Source: an optimization exercise on an open RTL-to-GDS flow (aim: small area, a short achievable clock period and few clock cycles). Production flows keep margins and buffers that such runs may drop.
Function was checked by simulation only, so behaviour that the tests miss may differ from the original.
No activity file was given, so power comes from the tool's default toggle rates.

==> flow/design.v <==
module bcd_calc (
    input  wire        clk,
    input  wire        rst,
    input  wire        cmd_valid,
    input  wire [15:0] cmd,
    output wire        cmd_ready,
    input  wire        ibuf_we,
    input  wire [3:0]  ibuf_addr,
    input  wire [7:0]  ibuf_wdata,
    output wire [7:0]  ibuf_rdata,
    input  wire [3:0]  rd_addr,
    output wire [64:0] rd_data,
    output wire [7:0]  status
);
    localparam [64:0] TRUE_ZERO = {1'b0, 56'd0, 8'd128};
    localparam [3:0] S_IDLE     = 4'd0,
                     S_START    = 4'd1,
                     S_PARSE    = 4'd2,
                     S_PARSE_END= 4'd3,
                     S_ALIGN    = 4'd4,
                     S_ADDSUB   = 4'd5,
                     S_NORM     = 4'd6,
                     S_MUL      = 4'd7,
                     S_MUL_NORM = 4'd8,
                     S_DIV      = 4'd9,
                     S_DIV_NORM = 4'd10,
                     S_WB       = 4'd11;
    localparam [3:0] OP_PARSE = 4'h1, OP_ADD = 4'h2, OP_SUB = 4'h3,
                     OP_MUL = 4'h4, OP_DIV = 4'h5;
    function [64:0] bcd_add;             
        input [63:0] a;
        input [63:0] b;
        integer k;
        reg [4:0] t;
        reg c;
        begin
            c = 1'b0;
            for (k = 0; k < 16; k = k + 1) begin
                t = {1'b0, a[4*k +: 4]} + {1'b0, b[4*k +: 4]} + {4'd0, c};
                if (t > 5'd9) begin
                    bcd_add[4*k +: 4] = t[3:0] + 4'd6;
                    c = 1'b1;
                end else begin
                    bcd_add[4*k +: 4] = t[3:0];
                    c = 1'b0;
                end
            end
            bcd_add[64] = c;
        end
    endfunction
    function [64:0] bcd_sub;             
        input [63:0] a;
        input [63:0] b;
        integer k;
        reg [4:0] t;
        reg br;
        begin
            br = 1'b0;
            for (k = 0; k < 16; k = k + 1) begin
                t = {1'b0, a[4*k +: 4]} - {1'b0, b[4*k +: 4]} - {4'd0, br};
                if (t[4]) begin
                    bcd_sub[4*k +: 4] = t[3:0] + 4'd10;
                    br = 1'b1;
                end else begin
                    bcd_sub[4*k +: 4] = t[3:0];
                    br = 1'b0;
                end
            end
            bcd_sub[64] = br;
        end
    endfunction
    function is_digit;
        input [7:0] ch;
        is_digit = (ch >= 8'h30) && (ch <= 8'h39);
    endfunction
    reg [64:0] dr [0:15];
    reg [7:0]  ibuf [0:15];
    reg [7:0]  status_r;
    assign rd_data    = dr[rd_addr];
    assign ibuf_rdata = ibuf[ibuf_addr];
    assign status     = status_r;
    reg [3:0]  state;
    reg [3:0]  op;
    reg [3:0]  rd;
    reg        bad_word;           
    reg [64:0] xr, yr;             
    reg [63:0] a_buf, b_buf;       
    reg [63:0] acc;                
    reg signed [10:0] e_acc;       
    reg        res_s;              
    reg [4:0]  cnt;                
    reg        shift_a;            
    reg [3:0]  mi, mj;             
    reg [3:0]  qd;                 
    reg [3:0]  ppos;
    reg        p_err, p_trail, p_dot, p_dig, p_sig;
    reg [3:0]  p_icnt, p_z, p_n;
    reg [55:0] p_mant;
    reg        wb_we;
    reg [64:0] wb_val;
    reg [7:0]  wb_stat;
    assign cmd_ready = (state == S_IDLE);
    wire        sx = xr[64];
    wire [55:0] mx = xr[63:8];
    wire [7:0]  ex = xr[7:0];
    wire        sy = yr[64];
    wire [55:0] my = yr[63:8];
    wire [7:0]  ey = yr[7:0];
    wire        x_zero = (mx == 56'd0);
    wire        y_zero = (my == 56'd0);
    wire [7:0]  ediff  = (ex < ey) ? (ey - ex) : (ex - ey);
    wire        eff_add = (op == OP_ADD) ? (sx == sy) : (sx != sy);
    wire        op_sub  = (op == OP_SUB);
    wire [64:0] add_r   = bcd_add(a_buf, b_buf);
    wire        a_ge_b  = (a_buf >= b_buf);
    wire [64:0] sub_r   = a_ge_b ? bcd_sub(a_buf, b_buf) : bcd_sub(b_buf, a_buf);
    wire [3:0]  mul_xd  = mx[55 - 4*mi -: 4];
    wire [3:0]  mul_yd  = my[55 - 4*mj -: 4];
    wire [6:0]  mul_p   = mul_xd * mul_yd;
    wire [6:0]  mul_q   = mul_p / 7'd10;
    wire [6:0]  mul_r   = mul_p % 7'd10;
    wire [3:0]  mul_t   = mul_q[3:0];
    wire [3:0]  mul_u   = mul_r[3:0];
    wire [63:0] mul_tb  = {56'd0, mul_t, mul_u} << (4 * (14 - mi));
    wire [63:0] mul_acc = (mi == 4'd13) ? {4'd0, acc[63:4]} : acc;
    wire [64:0] mul_sum = bcd_add(mul_acc, mul_tb);
    wire [64:0] div_sub = bcd_sub(a_buf, b_buf);
    wire        e_ov    = (e_acc < 11'sd1) || (e_acc > 11'sd255);
    wire        has_e   = (ibuf[12] == 8'h45);
    wire [3:0]  flen    = has_e ? 4'd11 : 4'd15;
    wire        pre_ok  = ((ibuf[0] == 8'h20) || (ibuf[0] == 8'h2D)) &&
                          (!has_e || (((ibuf[13] == 8'h2B) || (ibuf[13] == 8'h2D)) &&
                                      is_digit(ibuf[14]) && is_digit(ibuf[15])));
    wire [6:0]  e_mag   = (ibuf[14][3:0] * 7'd10) + {3'd0, ibuf[15][3:0]};
    wire signed [10:0] e0 = !has_e ? 11'sd128 :
                            (ibuf[13] == 8'h2B) ? (11'sd128 + $signed({4'd0, e_mag}))
                                                : (11'sd128 - $signed({4'd0, e_mag}));
    wire [7:0]  pch     = ibuf[ppos];
    wire [3:0]  pdig    = pch[3:0];
    wire signed [10:0] p_adj = (p_icnt != 4'd0) ? ($signed({7'd0, p_icnt}) - 11'sd1)
                                                : (-$signed({7'd0, p_z}) - 11'sd1);
    wire signed [10:0] p_exp = e0 + p_adj;
    integer k;
    always @(posedge clk) begin
        if (rst) begin
            for (k = 0; k < 16; k = k + 1) begin
                dr[k]   <= TRUE_ZERO;
                ibuf[k] <= 8'h00;
            end
            status_r <= 8'h00;
            state    <= S_IDLE;
        end else begin
            if (ibuf_we && cmd_ready)
                ibuf[ibuf_addr] <= ibuf_wdata;
            case (state)
            S_IDLE: begin
                if (cmd_valid) begin
                    op       <= cmd[15:12];
                    rd       <= cmd[11:8];
                    xr       <= dr[cmd[7:4]];
                    yr       <= dr[cmd[3:0]];
                    bad_word <= !((cmd[15:12] == OP_PARSE && cmd[7:0] == 8'h00) ||
                                  cmd[15:12] == OP_ADD || cmd[15:12] == OP_SUB ||
                                  cmd[15:12] == OP_MUL || cmd[15:12] == OP_DIV);
                    state    <= S_START;
                end
            end
            S_START: begin
                wb_we   <= 1'b0;
                wb_stat <= 8'h00;
                if (bad_word) begin
                    wb_stat <= 8'h10;
                    state   <= S_WB;
                end else begin
                    case (op)
                    OP_PARSE: begin
                        ppos    <= 4'd1;
                        p_err   <= 1'b0;
                        p_trail <= 1'b0;
                        p_dot   <= 1'b0;
                        p_dig   <= 1'b0;
                        p_sig   <= 1'b0;
                        p_icnt  <= 4'd0;
                        p_z     <= 4'd0;
                        p_n     <= 4'd0;
                        p_mant  <= 56'd0;
                        state   <= S_PARSE;
                    end
                    OP_ADD, OP_SUB: begin
                        wb_we <= 1'b1;
                        if (y_zero) begin
                            wb_val <= x_zero ? TRUE_ZERO : xr;
                            state  <= S_WB;
                        end else if (x_zero) begin
                            wb_val <= {sy ^ op_sub, my, ey};
                            state  <= S_WB;
                        end else if (ediff > 8'd14) begin
                            wb_val <= (ex < ey) ? {sy ^ op_sub, my, ey} : xr;
                            state  <= S_WB;
                        end else begin
                            a_buf   <= {mx, 8'h00};
                            b_buf   <= {my, 8'h00};
                            shift_a <= (ex < ey);
                            e_acc   <= (ex < ey) ? $signed({3'd0, ey}) : $signed({3'd0, ex});
                            cnt     <= ediff[4:0];
                            state   <= S_ALIGN;
                        end
                    end
                    OP_MUL: begin
                        wb_we <= 1'b1;
                        if (x_zero || y_zero) begin
                            wb_val <= TRUE_ZERO;
                            state  <= S_WB;
                        end else begin
                            res_s <= sx ^ sy;
                            e_acc <= $signed({3'd0, ex}) + $signed({3'd0, ey}) - 11'sd128;
                            acc   <= 64'd0;
                            mi    <= 4'd13;
                            mj    <= 4'd13;
                            state <= S_MUL;
                        end
                    end
                    OP_DIV: begin
                        wb_we <= 1'b1;
                        if (y_zero) begin
                            wb_val  <= {sx ^ sy, 56'd0, 8'd0};
                            wb_stat <= 8'h01;
                            state   <= S_WB;
                        end else if (x_zero) begin
                            wb_val <= TRUE_ZERO;
                            state  <= S_WB;
                        end else begin
                            res_s <= sx ^ sy;
                            e_acc <= $signed({3'd0, ex}) - $signed({3'd0, ey}) + 11'sd128;
                            a_buf <= {4'd0, mx, 4'd0};
                            b_buf <= {4'd0, my, 4'd0};
                            acc   <= 64'd0;
                            qd    <= 4'd0;
                            cnt   <= 5'd0;
                            state <= S_DIV;
                        end
                    end
                    default: state <= S_WB;
                    endcase
                end
            end
            S_PARSE: begin
                if (p_trail) begin
                    if (pch != 8'h20) p_err <= 1'b1;
                end else if (pch == 8'h20) begin
                    if (ppos == 4'd1) p_err <= 1'b1;
                    p_trail <= 1'b1;
                end else if (pch == 8'h2E) begin
                    if (p_dot) p_err <= 1'b1;
                    p_dot <= 1'b1;
                end else if (is_digit(pch)) begin
                    p_dig <= 1'b1;
                    if (!p_sig && pdig == 4'd0) begin
                        if (p_dot) p_z <= p_z + 4'd1;
                    end else begin
                        p_sig <= 1'b1;
                        if (p_n < 4'd14) begin
                            p_mant[55 - 4*p_n -: 4] <= pdig;
                            p_n <= p_n + 4'd1;
                        end
                        if (!p_dot) p_icnt <= p_icnt + 4'd1;
                    end
                end else begin
                    p_err <= 1'b1;
                end
                ppos <= ppos + 4'd1;
                if (ppos == flen) state <= S_PARSE_END;
            end
            S_PARSE_END: begin
                if (p_err || !pre_ok || !p_dig) begin
                    wb_stat <= 8'h04;
                end else begin
                    wb_we  <= 1'b1;
                    wb_val <= p_sig ? {ibuf[0] == 8'h2D, p_mant, p_exp[7:0]} : TRUE_ZERO;
                end
                state <= S_WB;
            end
            S_ALIGN: begin
                if (cnt != 5'd0) begin
                    if (shift_a) a_buf <= {4'd0, a_buf[63:4]};
                    else         b_buf <= {4'd0, b_buf[63:4]};
                    cnt <= cnt - 5'd1;
                end else begin
                    state <= S_ADDSUB;
                end
            end
            S_ADDSUB: begin
                if (eff_add) begin
                    res_s <= sx;
                    if (add_r[64]) begin
                        a_buf <= {4'd1, add_r[63:4]};
                        e_acc <= e_acc + 11'sd1;
                    end else begin
                        a_buf <= add_r[63:0];
                    end
                    state <= S_NORM;
                end else begin
                    res_s <= sx ^ !a_ge_b;
                    if (sub_r[63:0] == 64'd0) begin
                        wb_val <= TRUE_ZERO;
                        state  <= S_WB;
                    end else begin
                        a_buf <= sub_r[63:0];
                        state <= S_NORM;
                    end
                end
            end
            S_NORM: begin
                if (a_buf[63:60] == 4'd0) begin
                    a_buf <= {a_buf[59:0], 4'd0};
                    e_acc <= e_acc - 11'sd1;
                end else begin
                    wb_val  <= {res_s, a_buf[63:8], e_acc[7:0]};
                    wb_stat <= e_ov ? 8'h02 : 8'h00;
                    state   <= S_WB;
                end
            end
            S_MUL: begin
                acc <= mul_sum[63:0];
                if (mi == 4'd0) begin
                    mi <= 4'd13;
                    mj <= mj - 4'd1;
                    if (mj == 4'd0) state <= S_MUL_NORM;
                end else begin
                    mi <= mi - 4'd1;
                end
            end
            S_MUL_NORM: begin
                if (acc[63:60] == 4'd0) begin
                    wb_val  <= {res_s, acc[59:4], e_acc[7:0]};
                    wb_stat <= e_ov ? 8'h02 : 8'h00;
                end else begin
                    wb_val  <= {res_s, acc[63:8], e_acc[7:0] + 8'd1};
                    wb_stat <= ((e_acc + 11'sd1) < 11'sd1 || (e_acc + 11'sd1) > 11'sd255) ? 8'h02 : 8'h00;
                end
                state <= S_WB;
            end
            S_DIV: begin
                if (a_buf >= b_buf) begin
                    a_buf <= div_sub[63:0];
                    qd    <= qd + 4'd1;
                end else begin
                    acc   <= {acc[59:0], qd};
                    qd    <= 4'd0;
                    a_buf <= {a_buf[59:0], 4'd0};
                    cnt   <= cnt + 5'd1;
                    if (cnt == 5'd15) state <= S_DIV_NORM;
                end
            end
            S_DIV_NORM: begin
                if (acc[63:60] == 4'd0) begin
                    wb_val  <= {res_s, acc[59:4], e_acc[7:0] - 8'd1};
                    wb_stat <= ((e_acc - 11'sd1) < 11'sd1 || (e_acc - 11'sd1) > 11'sd255) ? 8'h02 : 8'h00;
                end else begin
                    wb_val  <= {res_s, acc[63:8], e_acc[7:0]};
                    wb_stat <= e_ov ? 8'h02 : 8'h00;
                end
                state <= S_WB;
            end
            S_WB: begin
                if (wb_we) dr[rd] <= wb_val;
                status_r <= wb_stat;
                state    <= S_IDLE;
            end
            default: state <= S_IDLE;
            endcase
        end
    end
endmodule
==> flow/run.sh <==
#!/bin/bash
# synth_recipe.tcl (not shown) runs the flow's synth.tcl, then flattens the netlist and writes it again
# the make line also repeats each setting of config.mk as NAME=value (left out here)
make -C /OpenROAD-flow-scripts/flow DESIGN_CONFIG=/design/flow/config.mk WORK_HOME=/design/flow/orfs CLKGATE_MAP_FILE= SYNTH_SCRIPT=/design/flow/synth_recipe.tcl finish
==> flow/config.mk <==
export PLATFORM = sky130hd
export DESIGN_NAME = bcd_calc
export DESIGN_NICKNAME = bcd_calc
export VERILOG_FILES = /design/flow/design.v
export SDC_FILE = /design/flow/constraint.sdc
export NUM_CORES = 4
export LEC_CHECK = 0
export CAP_MARGIN = 20
export CORE_MARGIN = 2
export CORE_UTILIZATION = 40
export SLEW_MARGIN = 20
==> flow/constraint.sdc <==
create_clock -name core_clock -period 40.0 [get_ports {clk}]
set_input_delay 8.0000 -clock core_clock [delete_from_list [all_inputs] [get_ports {clk}]]
set_output_delay 8.0000 -clock core_clock [all_outputs]
set_load 0.01 [all_outputs]
==> run notes <==
## state kept, by name, indices dropped and copies added (netlist names), 4 cells and up, named ones only
signal	cells
mj	4
p_icnt	4
rd	4
acc	64
ppos	4
e_acc	11
status_r	4
yr	65
ibuf	128
p_z	4
a_buf	64
b_buf	64
xr	65
dr	1040
op	4
p_mant	56
cnt	5
p_n	4
wb_val	65
qd	4
mi	4
wb_stat	4
state	4
## cell families after synthesis
logic type               count (synthesis)
adder cells (fa/ha/maj)                651
flip-flops                            1688
AND/OR/NAND/NOR                       2916
XOR/XNOR                               367
multiplexers                          1337
other                                    1
AO/OA/AOI/OAI                         1626
buffers and inverters                 1153
## placed cells by master, fill, tap and decap left out, types with 72 or more instances in the layout
master and n:
nand2b_1 72, mux2i_1 251, xnor2_1 217, xor2_1 137, and2_1 1181, fa_1 135
o22ai_1 113, nor3_1 85, clkdlybuf4s50_1 99, a21oi_1 421, edfxtp_1 1676, clkbuf_16 203
nand2_1 641, mux4_2 968, a22oi_1 79, a21o_1 78, mux2_2 114, buf_4 189
nand3_1 85, o21ai_0 336, a31oi_1 85, inv_1 429, ha_1 516, nor2_1 433
## critical path: cells and delay by family (launching register included)
kind	cells	cell delay [ns]
adder cells (fa/ha/maj)	42	16.96
AO/OA/AOI/OAI	35	8.87
flip-flops	1	0.60
buffers and inverters	11	1.34
multiplexers	2	0.80
AND/OR/NAND/NOR	18	3.63
XOR/XNOR	20	5.10
## report_power, final
part / switching [mW] / leakage (nW) / internal (mW) / total, mW
registers: 0.290 / 16.8 / 2.17 / 2.46
clock network: 0.793 / 3.04 / 1.05 / 1.84
logic: 2.51 / 28.5 / 1.32 / 3.83
total: 3.60 / 48.4 / 4.54 / 8.14
## per-stage QoR
step            util  hold WS [ns]  area, um^2
2_1_floorplan      -         0.453      119000
3_3_place_gp   0.419         0.458      124000
3_5_place_dp   0.420         0.473      125000
4_1_cts        0.441         0.482      131000
5_1_grt        0.441         0.504      131000
6_report       0.441         0.481      131000
## worst max path at each step
stage / start / end / slack (ns) / depth (start not counted)
floorplan: a_buf[0]$_DFFE_PP_ / wb_val[0]$_DFFE_PP_ / 6.24 / 123
global placement: mj[0]$_SDFFCE_PN1P_ / acc[63]$_DFFE_PP_ / 2.33 / 131
detailed placement: mj[0]$_SDFFCE_PN1P_ / acc[63]$_DFFE_PP_ / 1.50 / 130
CTS: mj[0]$_SDFFCE_PN1P_ / acc[63]$_DFFE_PP_ / 1.41 / 130
global route: mi[2]$_SDFFCE_PN1P_ / acc[63]$_DFFE_PP_ / 0.04 / 129
finish: mi[2]$_SDFFCE_PN1P_ / acc[63]$_DFFE_PP_ / 2.36 / 128
## layer usage
metal / vias up / share of wire
met5: - / 0.00042
met4: 28 / 0.057
met3: 1119 / 0.12
met2: 6002 / 0.44
met1: 45648 / 0.38
li1: 36679 / -
## cell type report
class,instances,area [um^2],area share
antenna,22,55.1,0.000420
clock buffer,250,5260,0.0401
clock inverter,104,1060,0.00811
inverter,434,1630,0.0124
multi-input combinational,6901,64800,0.495
sequential,1688,50600,0.386
tap,3939,4930,0.0376
timing repair buffer,307,2710,0.0207
==> run notes <==
status=finished clean; post-synthesis mux area share=0.215; CTS clk-pin slew, worst paths=0.06 ns; met2 global-route usage=0.472; Setup violations, final=0; filler instances=27.2k; RSZ-0062 raised after global routing=false; Die Area=0.302 mm^2; crit-path max cell delay=0.60 ns; largest net degree at the start of global routing=132; async set-or-reset flop fraction in the synthesized netlist=0; Synth top area share=0.422; gr usage total=0.311; H-tree Lvls=4; GR peak layer=met2; fmax=0.0266 GHz; CTS tree=done; Detail Placement HPWL=325000 um; Routed Antenna Nets=0; synth-to-layout area growth=9.91%; power per cell area=62.1 mW/mm^2; cts hold-fix bufs=0; DR WL/cell=35.1 um; critical setup path kind=reg2reg; Starting Density=0.402; mean post-synth cell area=12.2 um^2; hold path cells=2; final wirelength=479000 um; synth top area cells=edfxtp_1 (42%), mux4_2 (18%), and2_1 (6.2%); worst hold path endpoint=status_r[1]$_SDFFE_PP0N_; Yosys top cell by area=edfxtp_1; drt pass-1 iters=9; Starting DRT DRC Count=13.4k; Synth Area in Simple Gates=0.130; VDD IR max=0.0488 mV; post-synth cell types=101; flops & latches, synth=1688; R2R Setup Slk=2.36 ns; most numerous cell in the Yosys netlist=edfxtp_1; Crit Reg-Reg Endpoint=acc[63]$_DFFE_PP_; Power, Total=8.14 mW; RR Startpoint=mi[2]$_SDFFCE_PN1P_; Core Rows=200; Fin. Hold Viols=0; R2R cell count=128; layout cells sized above 1=0.177; Worst Hold Launch=wb_stat[1]$_DFFE_PP_; clk root buf=clkbuf_16; PortBufs=113; initial antenna violation count=57; Mapped Cells=9739; most frequent cells after synthesis=edfxtp_1 (1676), and2_1 (1183), mux4_2 (968); Hold WC Path Type=reg2reg; Die Y=550 um; CTS Buf Count=200; post-route setup TNS=0 ns; final net count=10.2k; max_slew headroom=0.0963; Longest Clk Path Bufs=4; CP Capture Type=flip-flop; CP max FO=17; GRT overflow=0; largest family of logic cells by synthesized area=multiplexers; Max Cap Violations=0; core area=0.297 mm^2; Data required, critical path=40.59 ns; Synth Area in Adders=0.0768; Layout Cells excl Fill=13.6k; Via density=6.56; Tightest Pin Transition=1.36 ns; global routing met3 resource utilization=0.0828; Post-synth EDFFs=1676; clock latency on the worst-skew pair=0.91 ns; vias in the first global route=86.8k; # DRC=0; arrival time of the worst setup path=38.23 ns; grt met1 use=0.415; Synth Area in XOR/XNOR=0.0278; Compound-Gate Fraction of Synth Area=0.0893; sequential-to-total area share from yosys stat=0.424; post-CTS setup repair buffer count=0; Synth Cell Area=0.119 mm^2; number of top-level pins=118; CP dominant cell by count=fa_1; Clock Skews=0.0930 ns; Placed Cells=13.3k; global-route wire length before repair=670000 um; number of gates resized after CTS=0; Period minus WS final=37.64 ns; leakage power=48.4 nW; CP max-delay cell=edfxtp_1; post-route setup slack=2.36 ns; via count=89.5k; period utilisation layout=0.941; Die Width=550 um; Main synth FF type=edfxtp_1; GPL Wtd Cong=1.00; Synth warnings=1; dpl ws=1.50 ns; Sink Count=1688; Worst setup SP type=flip-flop; Slew Limit Fails=0
Testbench counts, summed over its fixed seeds: cycles 83,970.

port drivers added, routing unchanged:
How much do the figures lean on ideal ports? The routed layout below was timed once more, with nothing changed but the port constraints. Step 1 sets driving cells, clkbuf_16 on the clock port and buf_2 on the other inputs (assumed; they add their load-dependent delay and slew). Step 2, shift: input delay + t, output delay - t, t = (earliest + latest rising clock arrival at the registers) / 2. This alone moves slack from input paths to output paths. a / b / c = no drivers / after step 1 / after step 2; a / b = the first two.
t, ns: 0.956
slack for setup (ns): 2.363 / 2.363 / 2.363
worst setup path after step 2: register to register
clock arrival spread, ns: 0.093 / 0.093
After both steps setup and hold are still met in this run. For this run, drivers alone change the setup slack by 0.000 ns; drivers and shift together by 0.000 ns.
